This is an optimization exercise on Yosys and OpenROAD, whose aim is small area, a short achievable clock period and few clock cycles, not a production implementation. The RTL was checked by simulation tests, not by an equivalence proof against the original design. Power figures rest on the tool's default switching activity, not on a simulated workload.

**flow/design.v**
```verilog
module arith_core #(parameter N = 32) (
    input  wire         clk,
    input  wire         rst,
    input  wire         start,
    input  wire [4:0]   cmd,
    input  wire [N-1:0] a_in,
    input  wire [N-1:0] b_in,
    output reg          busy,
    output reg          done,
    output reg  [1:0]   status,
    output wire [N-1:0] res_hi,
    output wire [N-1:0] res_lo,
    output reg  [3:0]   flags
);
    localparam W = 37;                  
    localparam [1:0] ST_OK = 2'd0, ST_DIV0 = 2'd1, ST_ILLEGAL = 2'd2;
    reg [31:0] A;
    reg [32:0] H;
    reg [31:0] L;
    reg        qm1;
    reg [5:0]  cnt;         
    reg [4:0]  sk;          
    reg [4:0]  cmd_r;
    reg        a31;
    reg        b31s;        
    reg        sa_r;        
    reg        qnz;         
    reg        first;       
    reg op_booth, op_corr, op_add, op_negl, op_step, op_sh8, op_sh2, op_fixr;
    assign res_hi = H[31:0];
    assign res_lo = L;
    wire s       = cmd_r[4];
    wire is_add  = cmd_r[3:1] == 3'b000;
    wire sub     = cmd_r[0];
    wire is_mul  = cmd_r[3:2] == 2'b01;
    wire is_div  = cmd_r[3:1] == 3'b100;
    wire illegal = ~(is_add | is_mul | is_div);
    wire sa      = sa_r;
    wire sb      = b31s;
    wire corr    = ~s & a31;
    wire a_zero  = A == 32'd0;
    reg ye, ys, yi, ze, zs, zi;
    wire e = b31s;
    wire [W-1:0] aext = ys ? {e, e, e, e, A, 1'b0} : {e, e, e, e, e, A};
    wire [W-1:0] y    = ye ? (aext ^ {W{yi}}) : {W{1'b0}};
    wire ycin = ye & yi;
    wire [W-1:0] zext = zs ? {e, e, A, 3'b000} : {e, e, e, A, 2'b00};
    wire [W-1:0] z    = ze ? (zext ^ {W{zi}}) : {W{1'b0}};
    wire zcin = ze & zi;
    function [2:0] booth;           
        input [2:0] bd;
        booth = {~((bd == 3'b000) | (bd == 3'b111)), (bd == 3'b011) | (bd == 3'b100), bd[2]};
    endfunction
    wire [W-1:0] hext = {{4{H[32]}}, H};
    wire [W-1:0] x = (op_booth | op_corr | op_fixr) ? (hext ^ {W{op_fixr & sa}}) :
                     op_step                        ? {{3{H[32]}}, H, L[31]} :
                                                      {5'b00000, L ^ {32{op_negl}}};
    wire [W-1:0] cs_s = x ^ y ^ z;
    wire [W-1:0] cs_c = {(x[W-2:0] & y[W-2:0]) | (x[W-2:0] & z[W-2:0]) | (y[W-2:0] & z[W-2:0]),
                         op_booth ? zcin : ycin};
    wire cpa_cin = op_booth ? ycin : (op_negl | (op_fixr & sa));
    wire [W:0] sm1 = {cs_s, 1'b1} + {cs_c, cpa_cin};
    wire [W-1:0] sm = sm1[W:1];
    wire neg = sm[W-1];
    wire [32:0] h_n = op_booth                      ? sm[36:4] :
                      (op_corr | op_step | op_fixr) ? sm[32:0] :
                      op_sh8                        ? {1'b0, H[23:0], L[31:24]} :
                      op_sh2                        ? {1'b0, H[30:0], L[31:30]} :
                      op_add                        ? 33'd0 : H;
    wire [31:0] l_n = op_booth                      ? {sm[3:0], L[31:4]} :
                      op_step                       ? {L[30:0], ~neg} :
                      op_sh8                        ? {L[23:0], 8'd0} :
                      op_sh2                        ? {L[29:0], 2'd0} :
                      (op_add | op_negl)            ? sm[31:0] : L;
    wire qbit = op_step & ~neg;
    wire [31:0] dd = sb ? ~A : A;
    reg  [4:0]  m;
    integer i;
    always @* begin
        m = 5'd0;
        for (i = 1; i < 32; i = i + 1)
            if (dd[i]) m = i[4:0];
    end
    wire [5:0] cnt_n = cnt + (op_sh8 ? 6'd8 : op_sh2 ? 6'd2 : (op_step | op_booth) ? 6'd1 : 6'd0);
    wire [4:0] sk_n  = (first ? m : sk) - (op_sh8 ? 5'd8 : op_sh2 ? 5'd2 : 5'd0);
    wire div_more = (op_negl & first) | ((op_sh8 | op_sh2 | op_step) & (cnt_n != 6'd32));
    wire div_end  = op_step & (cnt_n == 6'd32);
    wire mul_last = op_booth & (cnt == 6'd7);
    wire early  = first & (illegal | is_add | (is_div & a_zero));
    wire finish = early
                | (mul_last & ~corr)
                | op_corr
                | (div_end & ~neg & ~sa & ~sb)
                | (op_fixr & ~(sa ^ sb))
                | (op_negl & ~first);
    wire add_c  = sm[32] ^ e ^ sub;
    wire [31:0] zp = x[31:0] ^ y[31:0];
    wire [31:0] zc = {x[30:0] | y[30:0], sub};
    wire add_z = &(zp ~^ zc);
    wire [3:0] add_flags = {add_z, s & sm[31],
                            x[31] ^ y[31] ^ sm[31] ^ add_c, add_c};
    wire qnz_n = qnz | qbit;
    wire [3:0] div_flags = {~qnz_n, s & l_n[31], sa & sb & l_n[31], 1'b0};
    wire mul_z = a_zero | (L == 32'd0);
    wire [3:0] mul_flags = {mul_z, s & (A[31] ^ L[31]) & ~mul_z, 2'b00};
    wire in_mul = cmd[3:2] == 2'b01;
    wire in_add = cmd[3:1] == 3'b000;
    wire in_div = cmd[3:1] == 3'b100;
    wire in_sa  = cmd[4] & a_in[31];
    wire in_sb  = cmd[4] & b_in[31];
    wire in_ge8 = in_sb ? ~&b_in[31:8] : |b_in[31:8];
    wire in_ge2 = in_sb ? ~&b_in[31:2] : |b_in[31:2];
    wire in_dv  = in_div & ~in_sa;
    wire [2:0] in_b0 = booth({a_in[1], a_in[0], 1'b0});
    wire [2:0] in_b1 = booth({a_in[3], a_in[2], a_in[1]});
    wire [2:0] in_y  = in_mul ? in_b0 :
                       in_add ? {2'b10, cmd[0]} :
                       (in_dv & ~in_ge2) ? {2'b10, ~in_sb} : 3'b000;
    wire [2:0] in_z  = in_mul ? in_b1 : 3'b000;
    wire nx_booth = op_booth & ~mul_last;
    wire nx_corr  = mul_last & corr;
    wire nx_step  = div_more & (sk_n < 5'd2);
    wire nx_fixr  = div_end & (neg | sa);
    wire rsign_n  = op_step & neg;       
    wire [2:0] nb0 = booth({L[5], L[4], L[3]});
    wire [2:0] nb1 = booth({L[7], L[6], L[5]});
    wire [2:0] nx_y = nx_booth ? nb0 :
                      nx_corr  ? 3'b100 :
                      nx_step  ? {2'b10, ~rsign_n ^ sb} :
                      nx_fixr  ? {neg, 1'b0, sa ^ sb} : 3'b000;
    wire [2:0] nx_z = nx_booth ? nb1 : 3'b000;
    wire accept = ~busy & start;
    always @(posedge clk) begin
        if (rst) begin
            busy <= 1'b0;
            done <= 1'b0;
        end else if (accept) begin
            busy <= 1'b1;
            done <= 1'b0;
        end else if (busy & finish) begin
            busy <= 1'b0;
            done <= 1'b1;
        end
    end
    always @(posedge clk) begin
        if (accept) begin
            A     <= b_in;
            L     <= a_in;
            H     <= 33'd0;
            qm1   <= 1'b0;
            cnt   <= 6'd0;
            cmd_r <= cmd;
            a31   <= a_in[31];
            b31s  <= in_sb;
            sa_r  <= in_sa;
            qnz   <= 1'b0;
            first <= 1'b1;
            op_booth <= in_mul;
            op_corr  <= 1'b0;
            op_add   <= in_add;
            op_negl  <= in_div & in_sa;
            op_sh8   <= in_dv & in_ge8;
            op_sh2   <= in_dv & ~in_ge8 & in_ge2;
            op_step  <= in_dv & ~in_ge2;
            op_fixr  <= 1'b0;
            {ye, ys, yi} <= in_y;
            {ze, zs, zi} <= in_z;
        end else if (busy) begin
            H     <= h_n;
            L     <= l_n;
            qm1   <= op_booth ? L[3] : qm1;
            cnt   <= cnt_n;
            sk    <= sk_n;
            qnz   <= qnz_n;
            first <= 1'b0;
            op_booth <= op_booth & ~mul_last;
            op_corr  <= mul_last & corr;
            op_add   <= 1'b0;
            op_negl  <= (div_end & ~neg & ~sa & sb) | (op_fixr & (sa ^ sb));
            op_sh8   <= div_more & (sk_n >= 5'd8);
            op_sh2   <= div_more & (sk_n < 5'd8) & (sk_n >= 5'd2);
            op_step  <= div_more & (sk_n < 5'd2);
            op_fixr  <= div_end & (neg | sa);
            {ye, ys, yi} <= nx_y;
            {ze, zs, zi} <= nx_z;
        end
    end
    always @(posedge clk) begin
        if (busy & first & is_mul)
            flags <= mul_flags;
        else if (busy & finish & is_add)
            flags <= add_flags;
        else if (busy & finish & is_div)
            flags <= div_flags;
        if (busy & finish)
            status <= illegal ? ST_ILLEGAL : (early & is_div) ? ST_DIV0 : ST_OK;
    end
endmodule
```
**flow/flow/run.sh**
```bash
#!/bin/bash
# Standard layout, with two changes to how it is made:
#  - timing repair is asked to reach 5 ns paths (a setup margin on the
#    unchanged 20 ns constraint);
#  - every input and output port still gets its own buffer, but a buf_1
#    instead of the larger cell buffer_ports picks by default.
# Every tool's log stays under orfs/logs; make's own output goes to
# flow_make.log.
set -euo pipefail
bash standard.sh SETUP_SLACK_MARGIN=15 \
  "BUFFER_PORTS_ARGS=-buffer_cell sky130_fd_sc_hd__buf_1" finish > flow_make.log 2>&1
```
**flow/standard.sh**
```bash
#!/bin/bash
# synth_recipe.tcl (not shown) runs the flow's synth.tcl, then flattens the netlist and writes it again
# the make line also repeats each setting of config.mk as NAME=value (left out here)
make -C /OpenROAD-flow-scripts/flow DESIGN_CONFIG=/design/flow/config.mk WORK_HOME=/design/flow/orfs CLKGATE_MAP_FILE= SYNTH_SCRIPT=/design/flow/synth_recipe.tcl "${@:-finish}"
```
**flow/config.mk**
```make
export PLATFORM = sky130hd
export DESIGN_NAME = arith_core
export DESIGN_NICKNAME = arith_core
export VERILOG_FILES = /design/flow/design.v
export SDC_FILE = /design/flow/constraint.sdc
export NUM_CORES = 4
export LEC_CHECK = 0
export CAP_MARGIN = 20
export CORE_MARGIN = 2
export CORE_UTILIZATION = 40
export SLEW_MARGIN = 20
```
**flow/constraint.sdc**
```tcl
create_clock -name core_clock -period 20.0 [get_ports {clk}]
set_input_delay 4.0000 -clock core_clock [delete_from_list [all_inputs] [get_ports {clk}]]
set_output_delay 4.0000 -clock core_clock [all_outputs]
set_load 0.01 [all_outputs]
```
==> notes.md, run 1 <==
Synthesis
Ranked by total cell area, the synthesized netlist is headed by sky130_fd_sc_hd__edfxtp_1 (18%), sky130_fd_sc_hd__xnor2_1 (9.3%), sky130_fd_sc_hd__dfxtp_1 (6.2%). By instance count, the leading cell after synthesis is sky130_fd_sc_hd__xnor2_1. The post-synthesis async set-or-reset flop share is 0%.

The biggest area contributor in the post-synthesis netlist is sky130_fd_sc_hd__edfxtp_1. The number of distinct standard cells referenced by the synthesized netlist is 100. The synthesized netlist occupies a cell area of 0.0151 mm².

The commonest cells after synthesis are sky130_fd_sc_hd__xnor2_1 (160), sky130_fd_sc_hd__a21oi_1 (157), sky130_fd_sc_hd__nand2_1 (152). The area share of the leading cell type in the synthesized netlist is 18.3%. The post-synth net total is slightly above 2000. For this run, the number of Yosys warnings is 1. The gate count after technology mapping is around 1800. The number of flops mapped to enable cells by yosys is slightly above 90. The sequential area share after synthesis is 24.6%. The predominant post-synthesis flop cell is sky130_fd_sc_hd__edfxtp_1.

The flop and latch count out of synthesis is between 100 and 150. The average instance area after synthesis is 8.22 µm².

Clocking
The clock-pin transition on the worst setup and hold timing paths is around 0.07 ns. At the later pin of the worst-skew pair, clock insertion delay measures 0.46 ns. In this run the number of H-tree levels came out at 4. TritonCTS built the clock tree.

The total CTS buffers is 17. The maximum clock insertion buffer count is 2. After clock tree synthesis, the flow added hold-fix buffers numbering 0. The root buffer cell is sky130_fd_sc_hd__clkbuf_16. Counting every sink on the clock net gives ~140.

Power
Per report_power, the sequential group accounts for between 15 and 20% of the total. Of the total power, combinational logic draws between 60 and 70%. In this run the static leakage power is slightly above 7 nW. Power spread over the standard cell area amounts to 140 mW/mm². In this run the power spent charging and discharging nets is roughly 1.3 mW. VDD sags by at most approximately 0.000082 V. Net switching is a little over half of the power. The internal power consumption is ~1.2 mW. The clock share of power is ~13%.

Placed design
The routability congestion estimate from global placement is 0.951. The detailed placer's ending HPWL is 40.5 mm. The post-place instance area is 0.0157 mm². The number of port buffers is about 140. The placed cell count is 2332.

Hold path
The path category of the worst min-delay check is reg2reg. The critical hold path startpoint is cnt[5].

Drt
The detailed router used layers up to and including met5. In the final routed layout, each cell accounts on average for roughly 23 µm. The met3 wire length is 5.42 mm. Dividing the detail-routed via count by the number of cells gives between 6 and 7. In this run the remaining antenna-violating nets after routing total 0. The routed design has 57.5 mm of wire. Detailed routing inserted a total of 15000 vias. After detailed routing, the number of remaining DRC violations is 0.

The routed metal-1 wire length is between 20 and 25 mm. In the detailed route, the total length drawn on met2 is 25.6 mm. The first detailed-routing pass took 8 iterations. The number of design-rule violations left by the first detailed-router iteration is 1799.

Setup path
STA classifies the critical path endpoint as a register. The worst setup path is launched from a primary input. At the worst endpoint, the required time is 20.29 ns. The critical path is of the in2reg type. The launching element of the worst setup path is b_in[30].

The data arrival time of the critical path is between 5 and 6 ns. In this run the critical register-to-register path is launched from op_fixr. The maximum fanout encountered on the critical timing path is 3.

STA
Setup repair after global routing could not meet its margin everywhere. In the final timing run, aggregate negative setup slack is 0 ns. The final count of hold timing violations was 0. The highest achievable clock rate is between 150 and 200 MHz. The pin slew with the least headroom to its limit is between 1 and 1.5 ns. The final worst-path cycle share is roughly a quarter.

The headroom to the max-slew limit is approximately 23%. The max-slew violation total from the final report is 0. Setup violations remaining at the end of the flow were counted as 0. The setup skew after layout is approximately 0.017 ns. The shortest period the worst path allows is between 5 and 6 ns.

Finish
The finished cells cover about 0.018 mm². The final instance count without filler cells is ~2500. The share of post-route cells with drive strength above 1 is around 18%. In the final design database the tool counted about 2100 nets. The repair_antennas step left the layout with diodes totalling 0. The area added between synthesis and finish is 17.0%.

Floorplanning
The floorplan step defined a core boundary enclosing 0.0374 mm². Once the floorplan was initialized, standard cells occupied between 40% and 50% of the core. Pin placement for this block handled between 100 and 150 I/O pins. Measured along the x axis, the die boundary spans 198 µm. In this run the core area contains 71 standard-cell rows. The floorplan step set the die height to approximately 200 µm. The floorplan step defined a die boundary enclosing between 0.03 and 0.04 mm².

Global route
The initial antenna violation count is 1. The maximum number of pins on one net before global-route repair is 74. Across every metal layer, demand over resource in global routing totals around 29%. The via count of the first global-routing pass came to between 10000 and 15000. The first global-routing pass estimated 85.5 mm of wire. The total congestion overflow after global routing is 0.

Flow run
The max-capacitance violation count is 0.

Run status
The flow ran to the end and the layout has no timing, DRC or antenna violations.
worst max-delay path: stages:
cell	delay, ns
sky130_fd_sc_hd__buf_8	0.10
sky130_fd_sc_hd__nor4_4	0.26
sky130_fd_sc_hd__and4_1	0.24
sky130_fd_sc_hd__nand3_2	0.11
sky130_fd_sc_hd__o41ai_4	0.35
sky130_fd_sc_hd__a41o_1	0.28
sky130_fd_sc_hd__a222oi_1	0.10
sky130_fd_sc_hd__o31ai_1	0.09
logic make-up (layout without fill, tap and decap cells):
kind of cell,Yosys count,in the layout,synth area share [%]
XOR/XNOR,210,210,12.3
buffers and inverters,274,376,7.76
AND/OR/NAND/NOR,523,526,16.5
multiplexers,69,69,4.59
AO/OA/AOI/OAI,507,507,23.0
adder cells (fa/ha/maj),113,113,11.3
flip-flops,139,139,24.6
area by class of cell:
class	count	area [µm²]
fillers	3704	19800
multi-input cells	1425	10600
flip-flops and latches	139	3820
repair buffers	249	1630
well taps	511	639
clock buffers	18	429
inverters	95	369
clock inverters	14	138
registers in the layout, indices dropped and copies added (netlist names), 2 cells and up:
| signal | flops |
|---|---|
| H | 33 |
| cnt | 6 |
| flags | 4 |
| cmd_r | 5 |
| sk | 4 |
| L | 32 |
| status | 2 |
| A | 32 |
power by group through the flow:
| stage | logic [mW] | registers [mW] | clock network, mW |
|---|---|---|---|
| after floorplan | 1.04 | 0.444 | 0 |
| after global placement | 1.42 | 0.508 | 0 |
| after detailed placement | 1.43 | 0.508 | 0 |
| after CTS | 1.61 | 0.442 | 0.320 |
| after global routing | 1.81 | 0.449 | 0.332 |
| final | 1.70 | 0.444 | 0.318 |
metal layers:
| layer | global-route usage (%) | up-vias |
|---|---|---|
| met5 | 0 | - |
| met4 | 12.5 | 2 |
| li1 | - | 6783 |
| met3 | 5.33 | 179 |
| met2 | 45.3 | 871 |
| met1 | 38.7 | 7165 |
layout by cell type, fill, tap and decap left out, drive strengths merged, types with 8 or more instances in the layout:
cell type,instances
inv,99
nor3,49
mux2i,68
ha,75
and3,13
o211ai,19
a21oi,158
nand2,155
or3,8
o21ai,92
a221oi,44
o22ai,30
xor2,49
a21o,14
a221o,21
nand3,35
dfxtp,47
a31oi,9
buf,210
nand2b,14
fa,38
nor4,25
nand4,18
edfxtp,92
o21a,10
o221ai,11
a211oi,16
o31ai,25
nor2,146
and2,37
clkbuf,56
xnor2,160
per-stage QoR:
step                      worst slack (ns)  power, mW  util [%]  hold WS [ns]
after floorplan                      14.63       1.48         -         0.461
after global placement               13.06       1.92      42.0         0.477
after detailed placement             13.01       1.93      42.0         0.498
after CTS                            14.79       2.38      46.1         0.508
after global routing                 14.71       2.59      47.2         0.538
final                                14.77       2.46      47.2         0.504
timing repair:
action	in CTS	in global routing
setup endpoints to repair	219	72
cloned	3	1
setup buffers	65	18
resized for setup	167	84
pin swaps	12	16
final timing paths:
kind	endpoint	slack [ns]	cells past startpoint
worst max-delay path	yi	14.77	8
worst min-delay path	cnt[5]	0.50	2
worst max register to register	flags[2]	14.99	17
worst min register to register	cnt[5]	0.50	2
Testbench counts, summed over its fixed seeds: cycles 74,844.
==> inputs of run 2 (changes only) <==
==> flow/flow/run.sh (replaced) <==
#!/bin/bash
# Standard layout, with timing repair asked to reach 5 ns paths (a setup
# margin on the unchanged 20 ns constraint); every tool's log stays under
# orfs/logs, make's own output goes to flow_make.log.
set -euo pipefail
bash standard.sh SETUP_SLACK_MARGIN=15 finish > flow_make.log 2>&1
==> run 2 against run 1 <==
  * Design area increased by 5.0%
  * Critical endpoint unchanged
  * Still clean
  * Global-route usage grew 0.75 points
  * Maximum frequency is 1.7% lower
  * Largest power group unchanged
  * Count of clock-buffer cells in the layout is 1 lower
  * Largest cell class unchanged
==> notes.md, run 2 <==
Run status
The flow ran to the end and the layout has no timing, DRC or antenna violations.

Global route
The global-route usage over all layers came to 29.6% (+0.75 points). The maximum number of pins on one net before global-route repair came to 73 (-1.4%). The initial antenna violation count is 0 (-1). The total congestion overflow after global routing is 0 (unchanged). The wire length of the first global-routing pass is 87.6 mm (+2.5%). The via count of the first global-routing pass is 14200 (+0.70%).

Finish
The area taken by flip-flops and latches came to 0.00382 mm² (-0.16%). The final instance count without filler cells came to 2482 (+1.3%). The flip-flop count of the largest register, all copies and words added is 33 (unchanged).

The filler cell count in the final layout came to 3602 (-2.8%). The largest registers in the layout are H x33, A x32, L x32. The share of post-route cells with drive strength above 1 is 21.5% (+3.9 points). The number of antenna cells inserted is 0 (unchanged). Compared with the post-synthesis result, the final layout area differs by 22.8%. Counting flops per register, the top entry is H. The area taken by multi-input logic gates is 0.0109 mm² (+2.3%). The library cell used most frequently in the layout, excluding fill and tap cells, is sky130_fd_sc_hd__xnor2_1. In the layout the commonest cells are sky130_fd_sc_hd__xnor2_1 (152), sky130_fd_sc_hd__nand2_1 (144), sky130_fd_sc_hd__nor2_1 (143).

The count of nets after finishing came to 2143 (+1.5%).

Setup path
The required time of the critical path is 20.28 ns (about the same). The worst setup path is of the in2reg kind. The category of the worst setup path launch point is a primary input.

The worst setup path is captured at a register. The launching element of the worst setup path is b_in[11]. The data arrival time of the critical path is 5.60 ns (+0.09 ns). The maximum fanout encountered on the critical timing path is 3 (unchanged).

The launching point of the worst reg2reg path is op_booth.

Synthesis
The predominant post-synthesis flop cell is sky130_fd_sc_hd__edfxtp_1. The area share of the leading cell type in the synthesized netlist is 18.3% (unchanged). The flop and latch count out of synthesis is 139 (unchanged). The number of distinct standard cells referenced by the synthesized netlist was 100 (unchanged). The sequential area share after synthesis is 24.6% (unchanged). The gate count after technology mapping is 1835 (unchanged). The largest area contributor in the netlist is sky130_fd_sc_hd__edfxtp_1. The summed instance area of the synthesized netlist is 0.0151 mm² (unchanged). The most frequently used cell type in the post-synthesis netlist is sky130_fd_sc_hd__xnor2_1. The post-synthesis async set-or-reset flop share is 0% (unchanged).

The post-synth net total was 2020 (unchanged). The average instance area after synthesis came to 8.22 µm² (unchanged). The count of warnings emitted by yosys is 1 (unchanged). The number of flops mapped to enable cells by yosys came to 92 (unchanged). After synthesis, the cell types taking the most area are sky130_fd_sc_hd__edfxtp_1 (18%), sky130_fd_sc_hd__xnor2_1 (9.3%), sky130_fd_sc_hd__dfxtp_1 (6.2%). The commonest cells after synthesis are sky130_fd_sc_hd__xnor2_1 (160), sky130_fd_sc_hd__a21oi_1 (157), sky130_fd_sc_hd__nand2_1 (152).

Placed design
The placed cell count is 2333 (+0.043%). The routability congestion estimate from global placement is 0.945 (-0.68%). The detailed placer's ending HPWL is 40.9 mm (+1.1%). The number of port buffers is 143 (unchanged).

Drt
The antenna violation net count after detailed routing is 0 (unchanged). The number of design-rule violations left by the first detailed-router iteration came to 1799 (unchanged). The detail-routed via count per cell came to 6.11 (-0.20%). The via count was 15200 (+1.1%). The count of TritonRoute iterations in the first routing pass is 6 (-2).

The total wirelength of the detailed-routed design is 59.9 mm (+4.2%). The DRC violation count after routing is 0 (unchanged). The routed length per placed instance is 24.1 µm (+2.9%).

Hold path
The path category of the worst min-delay check is reg2reg. The startpoint identified for the worst hold timing path is cnt[3].

Clocking
The total of hold buffers inserted after clock tree synthesis came to 0 (unchanged). The maximum clock insertion buffer count is 2 (unchanged). The clock-pin transition on the worst setup and hold timing paths is 0.07 ns (about the same).

The total CTS buffers was 17 (unchanged). The total clock sinks is 139 (unchanged). The insertion delay of the later-clocked pin in the worst-skew pair was 0.45 ns (about the same). TritonCTS built the clock tree. The root buffer cell is sky130_fd_sc_hd__clkbuf_16. The H-tree depth came to 4 (unchanged).

STA
The highest achievable clock rate is 188 MHz (-1.7%). The setup skew after layout came to 0.00996 ns (-0.00751 ns). The final worst-path cycle share is 26.6% (+0.44 points). The max-slew violation total from the final report was 0 (unchanged). Setup repair after global routing could not meet its margin everywhere.

The final count of hold timing violations is 0 (unchanged). The final-layout setup total negative slack is 0 ns (unchanged). The final setup violation count came to 0 (unchanged).

The headroom to the max-slew limit is 26.4% (+3.2 points). The shortest period the worst path allows is 5.32 ns (+0.0879 ns). The pin slew with the least headroom to its limit is 1.10 ns (-0.0510 ns).

Flow run
The max-capacitance violation count is 0 (unchanged).

Power
The areal power density over the cells is 137 mW/mm² (-1.8%). The combinational share of power is 70.4% (+1.3 points). The leakage power is 7.48 nW (+5.4%). The internal power consumption was 1.23 mW (+3.8%).

The clock share of power is 12.1% (-0.8 points). The switching power share of the total is 51.7% (-0.34 points). The sequential cell fraction of total power is 17.5% (-0.5 points). The maximum VDD drop is 0.0000803 V (-2.5%). The power spent charging and discharging nets is 1.31 mW (+2.4%).

Floorplanning
The vertical die dimension is 198 µm (unchanged). The core box area is 0.0374 mm² (unchanged). The die width is 198 µm (unchanged). The starting utilization of the core area was 40.3% (unchanged). The number of top-level pins came to 144 (unchanged).

The number of standard-cell rows in the floorplan is 71 (unchanged). The full die area is 0.0393 mm² (unchanged).
[run 2: repair_timing]
action,CTS,global route
resized for setup,534,87
setup buffers,76,32
pin swaps,20,28
gates cloned,3,6
endpoints found under the setup margin,245,79
[run 2: worst max-delay path, cell delays in order]
cell and delay [ns]:
sky130_fd_sc_hd__buf_8 0.10, sky130_fd_sc_hd__nor4_4 0.28, sky130_fd_sc_hd__and4_1 0.25, sky130_fd_sc_hd__nand3_2 0.12
sky130_fd_sc_hd__o41ai_4 0.40, sky130_fd_sc_hd__a41o_1 0.26, sky130_fd_sc_hd__a222oi_1 0.09, sky130_fd_sc_hd__o31ai_1 0.09
[run 2: area by class of cell]
cell class,instances,share of cell area (%)
Clock buffer,17,2.30
Clock inverter,15,0.676
Inverter,95,1.99
Multi-Input combinational cell,1424,58.6
Sequential cell,139,20.6
Tap cell,511,3.45
Timing Repair Buffer,280,12.3
Timing Repair inverter,1,0.0473
[run 2: cell families after synthesis]
family / Yosys count / synth area share (%)
compound gates: 507 / 23.0
simple gates: 523 / 16.5
flops: 139 / 24.6
mux: 69 / 4.59
fa+ha+maj: 113 / 11.3
xor+xnor: 210 / 12.3
buf+inv: 274 / 7.76
[run 2: routing by layer]
layer  track usage (%)  share of wire (%)  vias to the layer above
met1              40.7                 42                     7322
met2              46.6                 45                      862
li1                  -                  -                     6844
met5                 0                  0                        -
met4              9.89                3.0                        0
met3              5.42                9.7                      132
[run 2: through the flow]
step / hold slack, ns / setup WS [ns] / util, % / area [µm²] / total power, mW
5_1_grt: 0.518 / 14.62 / 49.5 / 18500 / 2.67
4_1_cts: 0.497 / 14.78 / 47.7 / 17800 / 2.41
3_5_place_dp: 0.490 / 12.64 / 44.4 / 16600 / 2.00
2_1_floorplan: 0.461 / 14.63 / - / 15200 / 1.48
3_3_place_gp: 0.476 / 12.71 / 44.4 / 16600 / 1.99
6_report: 0.496 / 14.68 / 49.5 / 18500 / 2.54
[run 2: path summary, 6_finish.rpt]
| check | end | depth (start not counted) | slack, ns |
|---|---|---|---|
| setup / recovery | yi | 8 | 14.68 |
| hold / removal | cnt[3] | 2 | 0.50 |
| setup reg to reg | flags[2] | 19 | 15.02 |
| hold reg to reg | cnt[3] | 2 | 0.50 |
[run 2: power by group through the flow]
stage          registers (mW)  logic, mW  clock network [mW]
2_1_floorplan           0.444       1.04                   0
3_3_place_gp            0.509       1.48                   0
3_5_place_dp            0.508       1.49                   0
4_1_cts                 0.442       1.66               0.308
5_1_grt                 0.449       1.90               0.317
6_report                0.445       1.79               0.307
==> inputs of run 3 (changes only) <==
--- a/flow/design.v
+++ b/flow/design.v
@@ -28,3 +28,10 @@
     reg        first;       
-    reg op_booth, op_corr, op_add, op_negl, op_step, op_sh8, op_sh2, op_fixr;
+    reg op_booth, op_corr, op_add, op_negl, op_fixr;
+    reg r_step, r_sh8, r_sh2;   
+    reg dv0;                    
+    reg ge8_r, ge2_r;           
+    wire op_sh8  = r_sh8 | (dv0 & ge8_r);
+    wire op_sh2  = r_sh2 | (dv0 & ~ge8_r & ge2_r);
+    wire op_step = r_step | (dv0 & ~ge2_r);
+    wire x_step  = r_step | dv0;
     assign res_hi = H[31:0];
@@ -55,3 +62,3 @@
     wire [W-1:0] x = (op_booth | op_corr | op_fixr) ? (hext ^ {W{op_fixr & sa}}) :
-                     op_step                        ? {{3{H[32]}}, H, L[31]} :
+                     x_step                         ? {{3{H[32]}}, H, L[31]} :
                                                       {5'b00000, L ^ {32{op_negl}}};
@@ -117,3 +124,3 @@
                        in_add ? {2'b10, cmd[0]} :
-                       (in_dv & ~in_ge2) ? {2'b10, ~in_sb} : 3'b000;
+                       in_dv ? {2'b10, ~in_sb} : 3'b000;
     wire [2:0] in_z  = in_mul ? in_b1 : 3'b000;
@@ -161,5 +168,8 @@
             op_negl  <= in_div & in_sa;
-            op_sh8   <= in_dv & in_ge8;
-            op_sh2   <= in_dv & ~in_ge8 & in_ge2;
-            op_step  <= in_dv & ~in_ge2;
+            r_sh8    <= 1'b0;
+            r_sh2    <= 1'b0;
+            r_step   <= 1'b0;
+            dv0      <= in_dv;
+            ge8_r    <= in_ge8;
+            ge2_r    <= in_ge2;
             op_fixr  <= 1'b0;
@@ -179,5 +189,6 @@
             op_negl  <= (div_end & ~neg & ~sa & sb) | (op_fixr & (sa ^ sb));
-            op_sh8   <= div_more & (sk_n >= 5'd8);
-            op_sh2   <= div_more & (sk_n < 5'd8) & (sk_n >= 5'd2);
-            op_step  <= div_more & (sk_n < 5'd2);
+            r_sh8    <= div_more & (sk_n >= 5'd8);
+            r_sh2    <= div_more & (sk_n < 5'd8) & (sk_n >= 5'd2);
+            r_step   <= div_more & (sk_n < 5'd2);
+            dv0      <= 1'b0;
             op_fixr  <= div_end & (neg | sa);
==> flow/flow/run.sh (replaced) <==
#!/bin/bash
# Standard layout, with two changes to how it is made:
#  - timing repair is asked to reach 5 ns paths (a setup margin on the
#    unchanged 20 ns constraint);
#  - every input and output port still gets its own buffer, but a buf_1
#    instead of the larger cell buffer_ports picks by default.
# Every tool's log stays under orfs/logs; make's own output goes to
# flow_make.log.
set -euo pipefail
bash standard.sh SETUP_SLACK_MARGIN=15 \
  "BUFFER_PORTS_ARGS=-buffer_cell sky130_fd_sc_hd__buf_1" finish > flow_make.log 2>&1
==> run 3 against run 2 <==
  * Utilization down 1.7 points
  * Power is 1.8% higher
  * Clock skew increased by 0.0076 ns
  * Synthesized area grew 1.6%
  * Critical path depth fell by 7
  * Sequential share of layout area grew 0.96 points
  * Largest cell class unchanged
  * Highest routed layer is now met5
==> notes.md, run 3 <==
STA
The final-layout worst hold slack was 0.476 ns (-0.0193 ns). The final-layout setup total negative slack was 0 ns (unchanged). The final setup violation count is 0 (unchanged). The final worst-path cycle share is 25.6% (-0.98 points).

The highest achievable clock rate is 195 MHz (+3.8%). The max-slew violation total from the final report came to 0 (unchanged). The headroom to the max-slew limit was 22.4% (-4.0 points). The shortest period the worst path allows is 5.12 ns (-0.196 ns). The setup skew after layout is 0.0176 ns (+0.00761 ns).

The final count of hold timing violations came to 0 (unchanged). The pin slew with the least headroom to its limit is 1.16 ns (+0.0626 ns). The final worst slack is 14.88 ns (+0.196 ns). Setup repair after global routing could not meet its margin everywhere.

Drt
The met3 wire length is 5.45 mm (-6.4%). The detail-routed via count per cell came to 6.09 (-0.34%). The antenna violation net count after detailed routing is 0 (unchanged). The total wirelength of the detailed-routed design is 58.1 mm (-2.9%).

The routed metal-1 wire length is 23.8 mm (-6.3%). The number of design-rule violations left by the first detailed-router iteration is 1692 (-5.9%). Routed signal wires occupy layers up through met5. The DRC violation count after routing was 0 (unchanged). The via count was 15400 (+1.5%).

The routed length per placed instance is 23.0 µm (-4.6%). The met2 layer wire length in the routed design is 26.6 mm (-1.1%). The count of TritonRoute iterations in the first routing pass is 6 (unchanged).

Global route
The wire length of the first global-routing pass is 86.0 mm (-1.8%). The initial antenna violation count is 1 (+1). The via count of the first global-routing pass is 14300 (+0.38%).

The global-route usage over all layers was 28.5% (-1.1 points). The total congestion overflow after global routing is 0 (unchanged). The maximum number of pins on one net before global-route repair came to 67 (-8.2%).

Synthesis
The count of warnings emitted by yosys was 1 (unchanged). After synthesis, the most frequently instantiated cells are sky130_fd_sc_hd__a21oi_1 (193), sky130_fd_sc_hd__xnor2_1 (190), sky130_fd_sc_hd__nand2_1 (159). The gate count after technology mapping is 1910 (+4.1%). The summed instance area of the synthesized netlist is 0.0153 mm² (+1.6%). The predominant post-synthesis flop cell is sky130_fd_sc_hd__edfxtp_1. The post-synthesis async set-or-reset flop share is 0% (unchanged). The sequential area share after synthesis came to 24.5% (about the same). In the post-synthesis netlist, the cell with the most instances is sky130_fd_sc_hd__a21oi_1. The area share of the leading cell type in the synthesized netlist came to 18.0% (-0.30 points).

The average instance area after synthesis came to 8.03 µm² (-2.3%). The flop and latch count out of synthesis is 142 (+2.2%). The largest area contributor in the netlist is sky130_fd_sc_hd__edfxtp_1. The number of distinct standard cells referenced by the synthesized netlist is 89 (-11%). The post-synth net total came to 2095 (+3.7%).

By area the synthesized netlist is led by sky130_fd_sc_hd__edfxtp_1 (18%), sky130_fd_sc_hd__xnor2_1 (11%), sky130_fd_sc_hd__dfxtp_1 (6.5%). The number of flops mapped to enable cells by yosys is 92 (unchanged).

Placed design
The pre-CTS setup slack is 13.24 ns (+0.603 ns). The number of port buffers came to 143 (unchanged). The routability congestion estimate from global placement is 0.916 (-3.0%). The detailed placer's ending HPWL is 39.9 mm (-2.6%).

Setup path
The number of buffers and inverters on the critical path is 1 (unchanged). The category of the critical setup timing path is reg2out. For this design, the slowest cell found on the critical path is sky130_fd_sc_hd__edfxtp_1. The signal on the critical path passes through clkbuf_2. The maximum fanout encountered on the critical timing path is 2 (-1). The required time of the critical path is 16.00 ns (-4.28 ns). The largest delay contributor family on the critical path is flip-flops. STA classifies the critical path startpoint as a register. The data arrival time of the critical path is 1.12 ns (-4.48 ns). STA classifies the critical path endpoint as an output pin.

The peak per-stage delay on the critical path is 0.49 ns (+0.09 ns).

Finish
The flip-flop count of the largest register, all copies and words added was 33 (unchanged). The commonest non-fill, non-tap cell in the layout is sky130_fd_sc_hd__xnor2_1. The register with the most flip-flops is H. Leaving out fill and tap cells, the most frequent cells in the layout are sky130_fd_sc_hd__xnor2_1 (186), sky130_fd_sc_hd__a21oi_1 (167), sky130_fd_sc_hd__nand2_1 (157). The filler cell count in the final layout came to 3795 (+5.4%). The area added between synthesis and finish is 17.4%. The largest registers in the layout are H x33, A x32, L x32. The share of post-route cells with drive strength above 1 came to 16.7% (-4.7 points). The number of antenna cells inserted came to 0 (unchanged).

The count of nets after finishing was 2189 (+2.1%).

Floorplanning
The starting utilization of the core area came to 40.7% (+0.37 points). The core box area is 0.0377 mm² (+0.71%). The full die area is 0.0399 mm² (+1.6%).

The vertical die dimension is 200 µm (+0.80%). The number of standard-cell rows in the floorplan is 71 (unchanged). The number of top-level pins was 144 (unchanged).

The die width came to 200 µm (+0.80%).

Clocking
The root buffer cell is sky130_fd_sc_hd__clkbuf_16. TritonCTS built the clock tree. The insertion delay of the later-clocked pin in the worst-skew pair was 0.46 ns (about the same). The maximum clock insertion buffer count was 2 (unchanged). The total of hold buffers inserted after clock tree synthesis is 0 (unchanged). The total CTS buffers is 17 (unchanged). The H-tree depth is 4 (unchanged). The clock-pin transition on the worst setup and hold timing paths is 0.06 ns (about the same).

The total clock sinks is 142 (+2.2%).

Power
The switching power share of the total is 50.3% (-1.4 points). The internal power consumption was 1.28 mW (+4.7%). The overall power after layout is 2.58 mW (+1.8%). The power spent charging and discharging nets was 1.30 mW (-0.96%). The areal power density over the cells was 144 mW/mm² (+4.7%). The combinational share of power is 69.7% (-0.7 points). The sequential cell fraction of total power was 17.7% (+0.2 points). The maximum VDD drop is 0.0000797 V (-0.81%). The clock share of power is 12.5% (+0.4 points). The leakage power came to 7.11 nW (-4.9%).

Flow run
The max-capacitance violation count was 0 (unchanged).

Run status
The run finished with no timing, DRC or antenna violations.

Hold path
The min-delay analysis places its worst path in the category reg2reg.
==> run 3: routing by layer <==
layer / vias up / GRT usage, %
met4: 2 / 11.1
met1: 7436 / 38.4
met3: 141 / 4.79
met5: - / 0
li1: 6993 / -
met2: 810 / 45.7
==> run 3: cells by family (layout without fill, tap and decap cells) <==
family	after synthesis	after routing	share of synthesized area [%]
AO/OA/AOI/OAI	548	549	23.0
XOR/XNOR	207	207	12.1
adder cells (fa/ha/maj)	113	113	11.1
buffers and inverters	291	392	7.97
flip-flops	142	142	24.5
multiplexers	70	70	4.59
AND/OR/NAND/NOR	539	543	16.6
==> run 3: layout make-up <==
type	instances	area [µm²]	share of cell area, %
multi-input combinational	1482	10800	59.9
sequential	142	3880	21.6
timing repair buffer	253	1680	9.32
tap	511	639	3.55
clock buffer	22	454	2.52
inverter	105	410	2.28
clock inverter	9	119	0.660
timing repair inverter	3	26.3	0.146
==> run 3: what timing repair did <==
item,in CTS,in global routing
cloned,8,3
buffers inserted,54,31
pin swaps,3,8
endpoints found under the hold margin,0,0
resized for setup,139,87
endpoints found under the setup margin,219,91
==> run 3: final timing paths <==
path,end,cells past startpoint,startpoint,slack (ns)
worst max-delay path,res_lo[30],1,L[30],14.88
worst min-delay path,flags[0],1,flags[0],0.48
worst max register to register,flags[1],18,op_booth,15.09
worst min register to register,flags[0],1,flags[0],0.48
==> run 3: through the flow <==
stage | utilization [%] | instances | cell area [µm²]
6_report | 47.8 | 2527 | 18000
5_1_grt | 47.8 | 2527 | 18000
4_1_cts | 46.2 | 2493 | 17400
3_5_place_dp | 42.3 | 2400 | 15900
3_3_place_gp | 42.3 | 2400 | 15900
2_1_floorplan | - | 1910 | 15400
==> run 3: power groups by stage <==
stage | clock network [mW] | registers (mW) | logic [mW]
4_1_cts | 0.325 | 0.460 | 1.65
3_3_place_gp | 0 | 0.518 | 1.47
6_report | 0.324 | 0.459 | 1.80
2_1_floorplan | 0 | 0.451 | 1.08
3_5_place_dp | 0 | 0.519 | 1.48
5_1_grt | 0.336 | 0.463 | 1.92
Testbench counts of run 3, summed over its fixed seeds: cycles 74,844.
==> inputs of run 4 (changes only) <==
--- a/flow/flow/run.sh
+++ b/flow/flow/run.sh
@@ -2,3 +2,3 @@
 # Standard layout, with two changes to how it is made:
-#  - timing repair is asked to reach 5 ns paths (a setup margin on the
+#  - timing repair is asked to reach 5.5 ns paths (a setup margin on the
 #    unchanged 20 ns constraint);
@@ -9,3 +9,3 @@
 set -euo pipefail
-bash standard.sh SETUP_SLACK_MARGIN=15 \
+bash standard.sh SETUP_SLACK_MARGIN=14.5 \
   "BUFFER_PORTS_ARGS=-buffer_cell sky130_fd_sc_hd__buf_1" finish > flow_make.log 2>&1
==> run 4 against run 3 <==
  * Still clean on timing, DRC and antenna
  * Design area fell by 7.3%
  * Critical path depth did not move
  * Combinational power fell by 17%
  * Sequential cell count did not move
  * Register-to-register slack got worse by 0.33 ns
  * Setup slack got worse by 0.33 ns
  * Count of clock-buffer cells in the layout fell by 5
  * Die area did not move
  * Sequential power rose by 14%
  * Clock power rose by 4%
  * Routed wire length fell by 7.2%
  * Utilization fell by 3.5 points
  * Critical path type unchanged
==> notes.md, run 4 <==
Finish
The area added between synthesis and finish is 8.83%. The count of nets after finishing is 2099 (-4.1%). The share of post-route cells with drive strength above 1 was 5.14% (-12 points).

The commonest non-fill, non-tap cell in the layout is sky130_fd_sc_hd__a21oi_1. The flip-flop count of the largest register, all copies and words added is 33 (unchanged). In the layout the commonest cells are sky130_fd_sc_hd__a21oi_1 (191), sky130_fd_sc_hd__xnor2_1 (190), sky130_fd_sc_hd__nand2_1 (156). The register with the most flip-flops is H. In the final layout, the registers with the most flip-flops are H x33, A x32, L x32. The number of antenna cells inserted is 0 (unchanged).

Power
The internal power consumption is 1.15 mW (-10%). The maximum VDD drop came to 0.0000839 V (+5.2%). The combinational share of power is 63.4% (-6.3 points).

The sequential cell fraction of total power is 22.3% (+4.6 points). The clock share of power was 14.3% (+1.8 points). The switching power share of the total is 51.0% (+0.71 points). The leakage power is 6.30 nW (-11%).

The power spent charging and discharging nets was 1.20 mW (-7.5%). The overall power after layout is 2.36 mW (-8.8%). The areal power density over the cells is 141 mW/mm² (-1.6%).

STA
The final-layout setup total negative slack is 0 ns (unchanged). The final worst-path cycle share came to 27.2% (+1.6 points). The pin slew with the least headroom to its limit is 0.973 ns (-0.191 ns). Setup repair after global routing could not meet its margin everywhere.

The shortest period the worst path allows is 5.45 ns (+0.328 ns). The max-slew violation total from the final report was 0 (unchanged). The highest achievable clock rate is 184 MHz (-6.0%). The final setup violation count is 0 (unchanged). The final count of hold timing violations is 0 (unchanged).

The headroom to the max-slew limit is 35.1% (+13 points). The setup skew after layout is 0.0100 ns (-0.00757 ns).

Synthesis
The number of distinct standard cells referenced by the synthesized netlist is 89 (unchanged). The post-synthesis async set-or-reset flop share is 0% (unchanged). Counting instances in the post-synthesis netlist gives the leading cell types as sky130_fd_sc_hd__a21oi_1 (193), sky130_fd_sc_hd__xnor2_1 (190), sky130_fd_sc_hd__nand2_1 (159).

The average instance area after synthesis is 8.03 µm² (unchanged). Yosys attributes the largest share of cell area to sky130_fd_sc_hd__edfxtp_1 (18%), sky130_fd_sc_hd__xnor2_1 (11%), sky130_fd_sc_hd__dfxtp_1 (6.5%). The most used flip-flop cell after synthesis is sky130_fd_sc_hd__edfxtp_1.

Summed over all instances, the cell type with the most area after synthesis is sky130_fd_sc_hd__edfxtp_1. The area share of the leading cell type in the synthesized netlist is 18.0% (unchanged). The number of flops mapped to enable cells by yosys was 92 (unchanged). The count of warnings emitted by yosys is 1 (unchanged). The post-synth net total is 2095 (unchanged). The gate count after technology mapping is 1910 (unchanged). The most frequently used cell type in the post-synthesis netlist is sky130_fd_sc_hd__a21oi_1.

The sequential area share after synthesis is 24.5% (unchanged). The summed instance area of the synthesized netlist was 0.0153 mm² (unchanged). The flop and latch count out of synthesis is 142 (unchanged).

Clocking
The total CTS buffers is 17 (unchanged). The H-tree depth is 4 (unchanged). The total clock sinks came to 142 (unchanged).

The root buffer cell is sky130_fd_sc_hd__clkbuf_16. The clock-pin transition on the worst setup and hold timing paths is 0.06 ns (about the same). The total of hold buffers inserted after clock tree synthesis is 0 (unchanged).

The maximum clock insertion buffer count is 2 (unchanged). TritonCTS built the clock tree. The insertion delay of the later-clocked pin in the worst-skew pair is 0.45 ns (about the same).

Setup path
The worst reg2reg path depth is 15 (-3). In this run the critical register-to-register path is captured at L[28]. In this run the critical register-to-register path is launched from op_fixr. The library cell contributing the largest single delay on the critical path is sky130_fd_sc_hd__edfxtp_1. On the critical path the largest part of the delay comes from flip-flops. The termination of the worst setup path is res_lo[31]. The flop-to-flop setup slack is 14.76 ns (-0.33 ns). The number of logic stages on the critical path including buffering is 1 (unchanged). The category of the critical setup timing path is reg2out. The data arrival time of the critical path is 1.45 ns (+0.33 ns). The peak per-stage delay on the critical path is 0.79 ns (+0.30 ns). The category of the worst setup path launch point is a register.

The maximum fanout encountered on the critical timing path was 9 (+7). The required time of the critical path was 16.00 ns (about the same). The critical path starts at L[31]. The critical path goes through buf_1. The endpoint kind of the worst setup timing path is an output pin.

The number of buffers and inverters on the critical path is 1 (unchanged).

Drt
The detail-routed via count per cell is 6.03 (-0.95%). The total wirelength of the detailed-routed design is 54.0 mm (-7.2%). The routed length per placed instance is 22.1 µm (-3.8%). The number of design-rule violations left by the first detailed-router iteration came to 1631 (-3.6%). The via count came to 14700 (-4.4%). The count of TritonRoute iterations in the first routing pass is 6 (unchanged). The DRC violation count after routing is 0 (unchanged). The antenna violation net count after detailed routing is 0 (unchanged).

Global route
The global-route usage over all layers was 26.9% (-1.6 points). The via count of the first global-routing pass is 13900 (-2.5%). The maximum number of pins on one net before global-route repair came to 81 (+21%). The wire length of the first global-routing pass is 81.5 mm (-5.2%). The total congestion overflow after global routing is 0 (unchanged).

The initial antenna violation count was 0 (-1).

Floorplanning
The vertical die dimension was 200 µm (unchanged). The number of standard-cell rows in the floorplan is 71 (unchanged). The full die area is 0.0399 mm² (unchanged). The starting utilization of the core area was 40.7% (unchanged). The number of top-level pins is 144 (unchanged). The core box area is 0.0377 mm² (unchanged). The die width was 200 µm (unchanged).

Hold path
The path category of the worst min-delay check is reg2reg.

Flow run
The max-capacitance violation count is 0 (unchanged).

Placed design
The number of port buffers is 143 (unchanged). The routability congestion estimate from global placement is 0.933 (+1.8%). The detailed placer's ending HPWL is 40.4 mm (+1.3%).

Run status
The flow ran to the end and the layout has no timing, DRC or antenna violations.
-- run 4: cell types whose count changed in the layout (fill, tap and decap cells not counted), moves of 4 or more --
cell | before | now
sky130_fd_sc_hd__buf_12 | 10 | 2
sky130_fd_sc_hd__ha_1 | 68 | 75
sky130_fd_sc_hd__buf_4 | 104 | 20
sky130_fd_sc_hd__clkbuf_2 | 34 | 0
sky130_fd_sc_hd__buf_1 | 74 | 143
sky130_fd_sc_hd__a21oi_1 | 167 | 191
sky130_fd_sc_hd__buf_2 | 24 | 0
sky130_fd_sc_hd__a21oi_2 | 27 | 3
sky130_fd_sc_hd__xnor2_1 | 186 | 190
sky130_fd_sc_hd__clkbuf_1 | 4 | 0
sky130_fd_sc_hd__ha_2 | 4 | 0
sky130_fd_sc_hd__dfxtp_4 | 32 | 0
sky130_fd_sc_hd__dfxtp_1 | 17 | 50
sky130_fd_sc_hd__xnor2_2 | 5 | 1
-- run 4: layout make-up --
cell class,count,area [µm²]
fill,3867,21000
multi-input combinational,1478,10500
sequential,142,3760
timing repair buffer,170,817
tap,511,639
clock buffer,17,425
inverter,105,395
clock inverter,15,176
-- run 4: cell families (layout without fill, tap and decap cells) --
kind of cell,Yosys count,in the layout,synth area share (%)
AOI/OAI and AO/OA,548,549,23.0
xor gates and xnor gates,207,207,12.1
adders and majority gates,113,113,11.1
buffers and inverters,291,307,7.97
DFF,142,142,24.5
muxes,70,70,4.59
and+or+nand+nor,539,539,16.6
-- run 4: timing repair --
action	in CTS	in global routing
pin swaps	1	0
gates cloned	1	1
resized for setup	8	11
endpoints found under the setup margin	107	53
setup buffers	0	1
-- run 4: per-layer routing --
layer	global-route usage [%]	part of all wire, %
met1	35.9	41
met2	43.5	47
met3	4.77	8.7
met4	9.77	3.3
met5	0	0
-- run 4: through the flow --
step / instances / hold WS, ns / util [%] / worst slack [ns] / instance area, µm²
after floorplan: 1910 / 0.458 / - / 14.59 / 15300
after global placement: 2402 / 0.475 / 42.2 / 13.46 / 15900
after detailed placement: 2402 / 0.487 / 42.2 / 13.37 / 15900
after CTS: 2435 / 0.500 / 44.0 / 14.44 / 16600
after global routing: 2438 / 0.520 / 44.3 / 14.44 / 16700
final: 2438 / 0.493 / 44.3 / 14.55 / 16700
-- run 4: worst min path at each step --
| stage | to | start | slack (ns) | cells after the start |
|---|---|---|---|---|
| 2_1_floorplan | qnz | qnz | 0.46 | 2 |
| 6_report | qnz | qnz | 0.49 | 2 |
| 3_3_place_gp | qnz | qnz | 0.48 | 2 |
| 3_5_place_dp | qnz | qnz | 0.49 | 2 |
| 4_1_cts | qnz | qnz | 0.50 | 2 |
| 5_1_grt | flags[0] | flags[0] | 0.52 | 1 |
-- run 4: power groups by stage --
stage | Combinational (mW) | Clock [mW] | Sequential [mW]
finish | 1.50 | 0.337 | 0.525
global route | 1.63 | 0.351 | 0.527
CTS | 1.47 | 0.340 | 0.518
detailed placement | 1.46 | 0 | 0.524
global placement | 1.44 | 0 | 0.525
floorplan | 1.08 | 0 | 0.452
==> inputs of run 5 (changes only) <==
--- a/flow/flow/run.sh
+++ b/flow/flow/run.sh
@@ -2,3 +2,3 @@
 # Standard layout, with two changes to how it is made:
-#  - timing repair is asked to reach 5.5 ns paths (a setup margin on the
+#  - timing repair is asked to reach 5.3 ns paths (a setup margin on the
 #    unchanged 20 ns constraint);
@@ -9,3 +9,3 @@
 set -euo pipefail
-bash standard.sh SETUP_SLACK_MARGIN=14.5 \
+bash standard.sh SETUP_SLACK_MARGIN=14.7 \
   "BUFFER_PORTS_ARGS=-buffer_cell sky130_fd_sc_hd__buf_1" finish > flow_make.log 2>&1
==> run 5 against run 4 <==
  * Sequential share of layout area fell by 0.22 points
  * Non-clock buffer count is 13 higher
  * Maximum frequency up 2.2%
==> notes.md, run 5 <==
Synthesis
The gate count after technology mapping was 1910 (unchanged). Among all cell types in the netlist, the one instantiated most often is sky130_fd_sc_hd__a21oi_1. The summed instance area of the synthesized netlist came to 0.0153 mm² (unchanged). The number of distinct standard cells referenced by the synthesized netlist is 89 (unchanged).

The area share of the leading cell type in the synthesized netlist came to 18.0% (unchanged). The predominant post-synthesis flop cell is sky130_fd_sc_hd__edfxtp_1. The sequential area share after synthesis is 24.5% (unchanged).

The flop and latch count out of synthesis was 142 (unchanged). The post-synthesis async set-or-reset flop share was 0% (unchanged). The average instance area after synthesis is 8.03 µm² (unchanged).

By count the netlist is led by sky130_fd_sc_hd__a21oi_1 (193), sky130_fd_sc_hd__xnor2_1 (190), sky130_fd_sc_hd__nand2_1 (159). The post-synth net total came to 2095 (unchanged). The number of flops mapped to enable cells by yosys came to 92 (unchanged). The count of warnings emitted by yosys came to 1 (unchanged). In the post-synthesis netlist, the biggest area contributors are sky130_fd_sc_hd__edfxtp_1 (18%), sky130_fd_sc_hd__xnor2_1 (11%), sky130_fd_sc_hd__dfxtp_1 (6.5%). Of all cell types, the one taking the most synthesized area is sky130_fd_sc_hd__edfxtp_1.

STA
The final count of hold timing violations is 0 (unchanged). The setup skew after layout came to 0.0107 ns (+0.000644 ns). The pin slew with the least headroom to its limit came to 0.985 ns (+0.0113 ns). The final-layout worst hold slack was 0.494 ns (+0.000809 ns). The max-slew violation total from the final report is 0 (unchanged). The shortest period the worst path allows came to 5.33 ns (-0.118 ns). The final worst-path cycle share is 26.6% (-0.59 points).

The final setup violation count is 0 (unchanged). The final-layout setup total negative slack was 0 ns (unchanged). The headroom to the max-slew limit came to 34.4% (-0.75 points). Setup repair after global routing could not meet its margin everywhere.

The highest achievable clock rate came to 188 MHz (+2.2%).

Setup path
The data arrival time of the critical path came to 1.33 ns (-0.12 ns). The reg-to-reg endpoint is L[29]. The peak per-stage delay on the critical path is 0.67 ns (-0.12 ns).

The number of buffers and inverters on the critical path was 1 (unchanged). The maximum fanout encountered on the critical timing path was 7 (-2). The slowest stage of the critical path is the sky130_fd_sc_hd__edfxtp_1 cell. The critical path is of the reg2out type.

The required time of the critical path was 16.00 ns (about the same). The worst setup path is captured at an output pin. The worst reg2reg path depth is 16 (+1). The signal on the critical path passes through buf_1. STA classifies the critical path startpoint as a register. The launching point of the worst reg2reg path is zs.

Broken down by cell family, the worst path's largest delay share belongs to flip-flops. The flop-to-flop setup slack is 14.84 ns (+0.08 ns).

Finish
The area taken by multi-input logic gates is 0.0105 mm² (+0.36%). Counting flops per register, the top entry is H. The core utilization of the finished layout was 44.8% (+0.48 points). The commonest non-fill, non-tap cell in the layout is sky130_fd_sc_hd__a21oi_1. The share of post-route cells with drive strength above 1 is 6.60% (+1.5 points). The filler cell count in the final layout is 3820 (-1.2%). The library cells used most frequently in the layout, excluding fill and tap cells, are sky130_fd_sc_hd__a21oi_1 (189), sky130_fd_sc_hd__xnor2_1 (187), sky130_fd_sc_hd__nand2_1 (156). The flip-flop count of the largest register, all copies and words added came to 33 (unchanged). In the final layout, the registers with the most flip-flops are H x33, A x32, L x32. Compared with the post-synthesis result, the final layout area differs by 10.0%.

The count of nets after finishing was 2112 (+0.62%). The area taken by flip-flops and latches is 0.00377 mm² (about the same).

Placed design
The routability congestion estimate from global placement came to 0.926 (-0.72%). The number of port buffers is 143 (unchanged). The detailed placer's ending HPWL was 40.6 mm (+0.62%).

Clocking
The total clock sinks is 142 (unchanged). The H-tree depth is 4 (unchanged). The maximum clock insertion buffer count came to 2 (unchanged). The tree is rooted in a sky130_fd_sc_hd__clkbuf_16. TritonCTS built the clock tree. The insertion delay of the later-clocked pin in the worst-skew pair is 0.46 ns (about the same). The clock-pin transition on the worst setup and hold timing paths is 0.07 ns (about the same). The total CTS buffers is 17 (unchanged).

Floorplanning
The number of top-level pins is 144 (unchanged). The full die area is 0.0399 mm² (unchanged). The number of standard-cell rows in the floorplan came to 71 (unchanged).

The core box area is 0.0377 mm² (unchanged). The vertical die dimension is 200 µm (unchanged). The starting utilization of the core area is 40.7% (unchanged).

The die width is 200 µm (unchanged).

Global route
The wire length of the first global-routing pass is 82.1 mm (+0.75%). The total congestion overflow after global routing is 0 (unchanged). The initial antenna violation count is 2 (+2). The global-route usage over all layers was 27.1% (+0.20 points). The via count of the first global-routing pass came to 14000 (+0.60%). The maximum number of pins on one net before global-route repair is 86 (+6.2%).

Hold path
In this run the most critical hold path is launched from cnt[0]. The number of instances on the worst hold path is 2 (unchanged). The worst hold endpoint is cnt[0]. The path category of the worst min-delay check is reg2reg.

Power
The overall power after layout is 2.40 mW (+1.6%). The maximum VDD drop was 0.0000814 V (-2.9%). The leakage power was 6.42 nW (+1.9%). The areal power density over the cells was 142 mW/mm² (+0.54%).

Drt
The total wirelength of the detailed-routed design was 55.6 mm (+3.0%). The number of design-rule violations left by the first detailed-router iteration was 1597 (-2.1%). The via count is 14800 (+0.97%). The count of TritonRoute iterations in the first routing pass was 5 (-1). The DRC violation count after routing is 0 (unchanged). The detail-routed via count per cell was 6.05 (+0.36%). The antenna violation net count after detailed routing came to 0 (unchanged). The routed length per placed instance is 22.7 µm (+2.4%).

Flow run
The max-capacitance violation count is 0 (unchanged).

Run status
The run finished with no timing, DRC or antenna violations.
[run 5: cell counts after synthesis]
Identical to the previous run, type by type.
[run 5: kinds of logic after synthesis]
logic type / synth area share, %
adder cells (fa/ha/maj): 11.1
flip-flops: 24.5
XOR/XNOR: 12.1
AO/OA/AOI/OAI: 23.0
buffers and inverters: 7.97
multiplexers: 4.59
AND/OR/NAND/NOR: 16.6
[run 5: stage by stage]
step | setup WS [ns] | area (µm²) | instances
floorplan | 14.71 | 15400 | 1910
global placement | 13.60 | 15900 | 2402
detailed placement | 13.52 | 15900 | 2402
CTS | 14.52 | 16700 | 2446
global route | 14.69 | 16900 | 2451
finish | 14.67 | 16900 | 2453
[run 5: how the worst max path moves through the flow]
stage | from | endpoint | slack [ns] | cells after the start
2_1_floorplan | start | L[0] | 14.71 | 4
3_3_place_gp | start | ye | 13.60 | 9
3_5_place_dp | start | ye | 13.52 | 9
4_1_cts | start | zi | 14.52 | 3
5_1_grt | op_booth | flags[2] | 14.69 | 16
6_report | L[26] | res_lo[26] | 14.67 | 1
[run 5: power breakdown]
group	internal [mW]	switching, mW	total [mW]
Combinational	0.587	0.982	1.57
Sequential	0.381	0.122	0.503
Clock	0.178	0.145	0.323
Total	1.15	1.25	2.40
[run 5: tightest hold or removal path, delay by kind of cell, from the launching register on]
kind / cells / cell delay, ns
compound gates: 1 / 0.06
flops: 1 / 0.33
simple gates: 1 / 0.06
[run 5: what timing repair did]
action / in CTS / in global routing
hold buffers: 0 / 0
resized for setup: 11 / 24
gates cloned: 1 / 3
setup buffers: 11 / 1
setup endpoints to repair: 135 / 66
pin swaps: 2 / 0
hold endpoints to repair: 0 / 0
[run 5: metal layers]
metal / part of all wire [%] / GRT usage, % / up-vias
met1: 42 / 36.1 / 7160
met3: 8.6 / 4.45 / 135
met2: 46 / 43.6 / 711
li1: - / - / 6832
met4: 3.6 / 11.0 / 4
met5: 0.058 / 0 / -
[run 5: final cells by class]
cell class / instances / area share, %
Clock buffer: 19 / 2.82
Timing Repair Buffer: 183 / 5.71
Multi-Input combinational cell: 1478 / 62.3
Inverter: 105 / 2.35
Antenna cell: 2 / 0.0297
Clock inverter: 13 / 0.668
Tap cell: 511 / 3.79
Sequential cell: 142 / 22.3
==> inputs of run 6 (changes only) <==
--- a/flow/flow/run.sh
+++ b/flow/flow/run.sh
@@ -2,3 +2,3 @@
 # Standard layout, with two changes to how it is made:
-#  - timing repair is asked to reach 5.3 ns paths (a setup margin on the
+#  - timing repair is asked to reach 5.2 ns paths (a setup margin on the
 #    unchanged 20 ns constraint);
@@ -9,3 +9,3 @@
 set -euo pipefail
-bash standard.sh SETUP_SLACK_MARGIN=14.7 \
+bash standard.sh SETUP_SLACK_MARGIN=14.8 \
   "BUFFER_PORTS_ARGS=-buffer_cell sky130_fd_sc_hd__buf_1" finish > flow_make.log 2>&1
==> run 6 against run 5 <==
  * Still clean
  * Sequential power down 6.6%
  * Design area grew 1.4%
  * Die area is the same
  * Global-route usage is 0.48 points higher
  * Synthesized cell count is the same
  * Critical endpoint is now res_hi[16]
==> notes.md, run 6 <==
Synthesis
The summed instance area of the synthesized netlist was 0.0153 mm² (unchanged). The post-synthesis async set-or-reset flop share was 0% (unchanged). The average instance area after synthesis is 8.03 µm² (unchanged).

The count of warnings emitted by yosys is 1 (unchanged). The biggest area contributor in the post-synthesis netlist is sky130_fd_sc_hd__edfxtp_1. The gate count after technology mapping is 1910 (unchanged). Ranked by total cell area, the synthesized netlist is headed by sky130_fd_sc_hd__edfxtp_1 (18%), sky130_fd_sc_hd__xnor2_1 (11%), sky130_fd_sc_hd__dfxtp_1 (6.5%).

The number of distinct standard cells referenced by the synthesized netlist is 89 (unchanged). The sequential area share after synthesis was 24.5% (unchanged). The flop and latch count out of synthesis is 142 (unchanged).

The number of flops mapped to enable cells by yosys is 92 (unchanged). The area share of the leading cell type in the synthesized netlist is 18.0% (unchanged). Among all cell types in the netlist, the one instantiated most often is sky130_fd_sc_hd__a21oi_1. The most used flip-flop cell after synthesis is sky130_fd_sc_hd__edfxtp_1.

In the synthesized netlist, the cells that appear most often are sky130_fd_sc_hd__a21oi_1 (193), sky130_fd_sc_hd__xnor2_1 (190), sky130_fd_sc_hd__nand2_1 (159). The post-synth net total was 2095 (unchanged).

Global route
The global-route usage over all layers was 27.5% (+0.48 points). The initial antenna violation count was 0 (-2). The via count of the first global-routing pass came to 14000 (-0.21%). The wire length of the first global-routing pass is 83.0 mm (+1.0%).

The maximum number of pins on one net before global-route repair is 101 (+17%). The total congestion overflow after global routing is 0 (unchanged).

STA
The headroom to the max-slew limit is 22.7% (-12 points). The max-slew violation total from the final report is 0 (unchanged). The final setup violation count is 0 (unchanged). The final-layout setup total negative slack is 0 ns (unchanged).

The shortest period the worst path allows was 5.16 ns (-0.169 ns). The pin slew with the least headroom to its limit came to 1.15 ns (+0.165 ns). Setup repair after global routing could not meet its margin everywhere. The final worst-path cycle share is 25.8% (-0.84 points).

The setup skew after layout came to 0.0137 ns (+0.00309 ns). The final count of hold timing violations is 0 (unchanged). The highest achievable clock rate is 194 MHz (+3.3%).

The final worst slack is 14.84 ns (+0.169 ns).

Floorplanning
The starting utilization of the core area is 40.7% (unchanged). The vertical die dimension came to 200 µm (unchanged). The number of standard-cell rows in the floorplan is 71 (unchanged). The number of top-level pins is 144 (unchanged). The full die area is 0.0399 mm² (unchanged). The core box area is 0.0377 mm² (unchanged). The die width is 200 µm (unchanged).

Power
The leakage power came to 6.54 nW (+1.9%). The internal power consumption is 1.20 mW (+5.1%). The maximum VDD drop is 0.000108 V (+33%).

The clock share of power is 13.9% (+0.4 points). The switching power share of the total was 51.0% (-1.1 points). The power spent charging and discharging nets is 1.26 mW (+0.49%).

The sequential cell fraction of total power is 19.1% (-1.9 points). The areal power density over the cells is 144 mW/mm² (+1.3%). The combinational share of power came to 67.0% (+1.5 points).

Finish
The top cell types in the final layout, fill and taps aside, are sky130_fd_sc_hd__a21oi_1 (188), sky130_fd_sc_hd__xnor2_1 (186), sky130_fd_sc_hd__nand2_1 (157). The register with the most flip-flops is H. The flip-flop count of the largest register, all copies and words added is 33 (unchanged).

The largest registers in the layout are H x33, A x32, L x32. The count of nets after finishing came to 2138 (+1.2%). The area added between synthesis and finish is 11.5%.

The commonest non-fill, non-tap cell in the layout is sky130_fd_sc_hd__a21oi_1. The share of post-route cells with drive strength above 1 came to 8.85% (+2.3 points). The number of antenna cells inserted is 0 (-2).

Placed design
The routability congestion estimate from global placement was 0.909 (-1.9%). The number of port buffers is 143 (unchanged). The pre-CTS setup slack was 13.20 ns (-0.316 ns). The detailed placer's ending HPWL is 39.7 mm (-2.2%).

Run status
The run finished with no timing, DRC or antenna violations.

Drt
The antenna violation net count after detailed routing is 0 (unchanged). The total wirelength of the detailed-routed design is 54.9 mm (-1.2%). The DRC violation count after routing came to 0 (unchanged). The detail-routed via count per cell came to 6.01 (-0.65%). The via count is 14900 (+0.32%). The routed length per placed instance is 22.2 µm (-2.2%). The count of TritonRoute iterations in the first routing pass is 6 (+1). The number of design-rule violations left by the first detailed-router iteration came to 1379 (-14%).

Setup path
Broken down by cell family, the worst path's largest delay share belongs to flip-flops. The critical path goes through buf_1. The data arrival time of the critical path is 1.16 ns (-0.17 ns). The number of buffers and inverters on the critical path is 1 (unchanged). By startpoint and endpoint, the worst setup path is classified as reg2out. The library cell contributing the largest single delay on the critical path is sky130_fd_sc_hd__dfxtp_1. In this run the critical register-to-register path is launched from op_booth.

The launching element of the worst setup path is H[16]. The peak per-stage delay on the critical path is 0.52 ns (-0.15 ns). STA classifies the critical path startpoint as a register. The endpoint kind of the worst setup timing path is an output pin.

The required time of the critical path came to 16.00 ns (about the same). The maximum fanout encountered on the critical timing path was 6 (-1).

Clocking
The H-tree depth is 4 (unchanged). In this run the clock root is driven by a sky130_fd_sc_hd__clkbuf_16. The CTS tree is built. The total clock sinks was 142 (unchanged). The insertion delay of the later-clocked pin in the worst-skew pair was 0.45 ns (about the same).

The clock-pin transition on the worst setup and hold timing paths is 0.06 ns (about the same). The total CTS buffers was 17 (unchanged). The maximum clock insertion buffer count was 2 (unchanged). The total of hold buffers inserted after clock tree synthesis is 0 (unchanged).

Hold path
The worst hold path begins at flags[0]. The tightest min-delay check is of the reg2reg type.

Flow run
The max-capacitance violation count is 0 (unchanged).
## run 6: worst paths after layout
check          endpoint  slack (ns)  cells past startpoint
min            flags[0]        0.50                      1
min reg2reg    flags[0]        0.50                      1
max reg2reg    flags[2]       14.88                     16
max          res_hi[16]       14.84                      1
## run 6: kinds of logic (layout without fill, tap and decap cells)
| group | after synthesis | after routing | synth area share [%] |
|---|---|---|---|
| AOI/OAI and AO/OA | 548 | 549 | 23.0 |
| and+or+nand+nor | 539 | 541 | 16.6 |
| buffers and inverters | 291 | 344 | 7.97 |
| xor gates and xnor gates | 207 | 207 | 12.1 |
| DFF | 142 | 142 | 24.5 |
| adders and majority gates | 113 | 113 | 11.1 |
| muxes | 70 | 70 | 4.59 |
## run 6: final cells by class
type	instances	area [µm²]
inverters	105	410
repair inverters	2	17.5
repair buffers	205	1060
multi-input cells	1480	10600
clock inverters	13	190
flip-flops and latches	142	3790
fillers	3853	20600
clock buffers	19	433
well taps	511	639
## run 6: timing repair
item / 4_1_cts / 5_1_grt
resized for setup: 25 / 26
pin swaps: 2 / 1
buffers inserted: 29 / 11
gates cloned: 5 / 0
setup endpoints to repair: 177 / 82
## run 6: power by group through the flow
stage | sequential, mW | clock (mW) | combinational, mW
3_3_place_gp | 0.523 | 0 | 1.46
3_5_place_dp | 0.523 | 0 | 1.48
6_report | 0.470 | 0.342 | 1.65
4_1_cts | 0.474 | 0.346 | 1.58
2_1_floorplan | 0.451 | 0 | 1.08
5_1_grt | 0.475 | 0.357 | 1.77
## run 6: stage by stage
step                      utilization [%]  instances  power [mW]  hold WS, ns  instance area, µm²
after CTS                            44.9       2465        2.40        0.499               16900
after global routing                 45.4       2477        2.60        0.507               17100
after detailed placement             42.3       2399        2.00        0.477               15900
after floorplan                         -       1910        1.54        0.458               15400
final                                45.4       2477        2.46        0.500               17100
after global placement               42.3       2399        1.99        0.465               15900
## run 6: metal layers
| layer | GRT usage [%] | wire [µm] | vias up |
|---|---|---|---|
| met5 | 0 | 0 | - |
| met4 | 12.0 | 2450 | 0 |
| li1 | - | - | 6902 |
| met3 | 4.81 | 4520 | 146 |
| met1 | 36.5 | 22900 | 7133 |
| met2 | 44.1 | 25100 | 709 |

## static timing again, ports no longer ideal
In the flow no input, the clock included, has a driving cell. The finished layouts below were timed again as built, in two steps. Step 1 assumes that a clkbuf_16 drives the clock port and a buf_2 every other input. Step 2 times the ports against the registers' clock, not the clock port: input delays grow and output delays shrink by t, the midpoint of the rising clock arrivals with the driver on. Slacks: ideal / step 1 / step 2; pairs: ideal / step 1.
run | t, ns | setup slack, ns | latest minus earliest clock arrival (ns) | slew at the worst register clock pin (ns)
run 1 | 0.503 | 14.772 / 14.786 / 14.283 | 0.017 / 0.018 | 0.08 / 0.08
run 2 | 0.507 | 14.684 / 14.699 / 14.192 | 0.010 / 0.010 | 0.07 / 0.07
run 3 | 0.510 | 14.880 / 14.824 / 14.641 | 0.017 / 0.017 | 0.07 / 0.07
run 4 | 0.497 | 14.552 / 14.500 / 14.088 | 0.010 / 0.010 | 0.07 / 0.07
run 5 | 0.504 | 14.671 / 14.619 / 14.346 | 0.011 / 0.010 | 0.07 / 0.07
run 6 | 0.499 | 14.840 / 14.788 / 14.375 | 0.014 / 0.014 | 0.07 / 0.07
After both steps every run listed still meets setup and hold. For run 2, which loses most, drivers alone change the setup slack by +0.015 ns; drivers and shift together by -0.492 ns.
